What follows belongs to an exercise in optimizing a design on an open flow for small area and a short achievable clock period; a production flow would make more cautious choices.
Where RTL was checked, it was by simulation tests only, not by an equivalence proof against the original.
Power figures rest on the tool's default switching activity, not on a simulated workload.

## zec
module zec (
    input  wire        clk,
    input  wire        rst,
    input  wire        t_valid,
    input  wire [39:0] t_cmd,
    output wire        t_ready,
    output reg         t_rsp_valid,
    output wire [39:0] t_rsp,
    input  wire        h_valid,
    input  wire [39:0] h_cmd,
    output wire        h_ready,
    output reg         h_rsp_valid,
    output wire [39:0] h_rsp,
    output reg         hnote
);
For scale: roughly 2200 cells after synthesis, about 390 flip-flops, about 0.023 mm² of cells after synthesis.
Settings: LEC_CHECK=0, CAP_MARGIN=20, CORE_MARGIN=2, CORE_UTILIZATION=60, SLEW_MARGIN=20; clock period 13.0 ns.
standard.sh (not shown) runs the stock make flow with config.mk's settings and CLKGATE_MAP_FILE= SYNTH_SCRIPT=/design/flow/synth_recipe.tcl, a recipe that flattens the netlist after the stock synthesis.
==> flow/flow/run.sh <==
#!/bin/bash
# Layout flow: the standard flow (standard.sh) with three changes:
# - plain buf_1 cells as the port buffers instead of the delay cells that
#   buffer_ports picks by default;
# - timing repair aimed further below the constraint;
# - a clock tree from smaller buffers, without dummy loads.
set -euo pipefail
bash standard.sh \
  "BUFFER_PORTS_ARGS=-buffer_cell sky130_fd_sc_hd__buf_1" \
  SETUP_SLACK_MARGIN=7 \
  "CTS_ARGS=-sink_clustering_enable -repair_clock_nets -dont_use_dummy_load -buf_list {sky130_fd_sc_hd__clkbuf_4 sky130_fd_sc_hd__clkbuf_8}" \
  finish > standard_flow.log 2>&1
The starting point ran to the end with no violations.
Next try:
CORE_UTILIZATION = 40   (was 60)
- fmax is lower by 0.41%
- synthesized area does not change
- clock skew is higher by 0.012 ns
- clock-buffer cell count is higher by 4
- design area is higher by 1.7%
- via count is lower by about 0.9%


Another version of the RTL of zec (not shown whole).
Size in the first run: about 390 flip-flops, roughly 170 I/O pins, ~0.024 mm^2 of cells after synthesis.
Settings: LEC_CHECK=0, CAP_MARGIN=20, CORE_MARGIN=2, CORE_UTILIZATION=40, SETUP_SLACK_MARGIN=5, SLEW_MARGIN=20; clock period 13.0 ns.
run.sh (not shown) runs the stock make flow with config.mk's settings and CLKGATE_MAP_FILE= SYNTH_SCRIPT=/design/flow/synth_recipe.tcl, a recipe that flattens the netlist after the stock synthesis.
Stock flow here: none of the scripts above is used.
Next try:
==> flow/flow/run.sh (new file) <==
#!/bin/bash
# Layout flow: the standard flow (standard.sh), with plain buf_1 cells as
# the port buffers instead of the delay cells buffer_ports picks by default.
set -euo pipefail
bash standard.sh "BUFFER_PORTS_ARGS=-buffer_cell sky130_fd_sc_hd__buf_1" finish > standard_flow.log 2>&1
==> flow/standard.sh (new file) <==
#!/bin/bash
# synth_recipe.tcl (not shown) runs the flow's synth.tcl, then flattens the netlist and writes it again
# the make line also repeats each setting of config.mk as NAME=value (left out here)
make -C /OpenROAD-flow-scripts/flow DESIGN_CONFIG=/design/flow/config.mk WORK_HOME=/design/flow/orfs CLKGATE_MAP_FILE= SYNTH_SCRIPT=/design/flow/synth_recipe.tcl "${@:-finish}"
removed: flow/run.sh
Worst hold slack loses 3.0 ps.
Synthesized cell count does not change.
Power shrinks by about 5%.
Register-to-register slack loses 30 ps.
Clock power goes down by about 9%.
Global-route usage falls by 0.49 points.
Setup slack is better by 240 ps.
Design area decreases by 4.2%.
Count of clock-buffer cells in the layout falls by 8.
No run of this note included a check of the RTL's function; only the layout flow was run.


Another version of the RTL of zec (not shown whole).
For scale: ~390 flip-flops, roughly 170 I/O pins, roughly 0.024 mm^2 of cells after synthesis.
Settings: LEC_CHECK=0, CAP_MARGIN=20, CORE_MARGIN=2, CORE_UTILIZATION=40, SLEW_MARGIN=20; clock period 13.0 ns.
Stock flow here: none of the scripts above is used.
Next try:
--- a/flow/config.mk
+++ b/flow/config.mk
@@ -10,2 +10,3 @@
 export CORE_UTILIZATION = 40
+export SETUP_SLACK_MARGIN = 5
 export SLEW_MARGIN = 20
The new run finished with timing, DRC and antenna clean; via count is about the same; non-clock buffer count is unchanged; clock power stays flat; wire length stays flat; utilization is about the same; design area is about the same; synthesized area is unchanged; die area stays the same.

[separate check: timing with driven ports]
No port has a modelled driver above. Below, the same layouts with a new extraction and two added sets of constraints.
Step 1 sets driving cells, clkbuf_16 on the clock port and buf_2 on the other inputs (assumed; they add their load-dependent delay and slew).
Step 2 times the ports against the registers' clock, not the clock port: input delays grow and output delays shrink by t, the midpoint of the rising clock arrivals with the driver on.
Slacks: ideal ports / drivers / drivers and shift; pairs: ideal ports / drivers.
run	t, ns	slack for setup (ns)	worst register clock-pin slew, ns	worst data-port slew with drivers (ns)	pins driven straight from the clock port
the first run of note 1	0.657	7.064 / 7.045 / 6.517	0.07 / 0.07	0.04	1
the second run of note 1	0.679	7.040 / 7.055 / 6.375	0.07 / 0.07	0.05	1
the first run of note 2	0.638	5.394 / 5.333 / 5.191	0.07 / 0.07	0.06	1
the second run of note 2	0.637	5.631 / 5.576 / 5.749	0.07 / 0.07	0.05	1
the first run of note 3	0.650	4.496 / 4.535 / 3.885	0.07 / 0.07	0.06	1
the second run of note 3	0.653	5.265 / 5.305 / 4.652	0.07 / 0.07	0.06	1
After both steps every run listed still meets setup and hold. The setup slack of the second run of note 1, which loses most, moves by +0.015 ns with the drivers and by -0.665 ns with both steps.
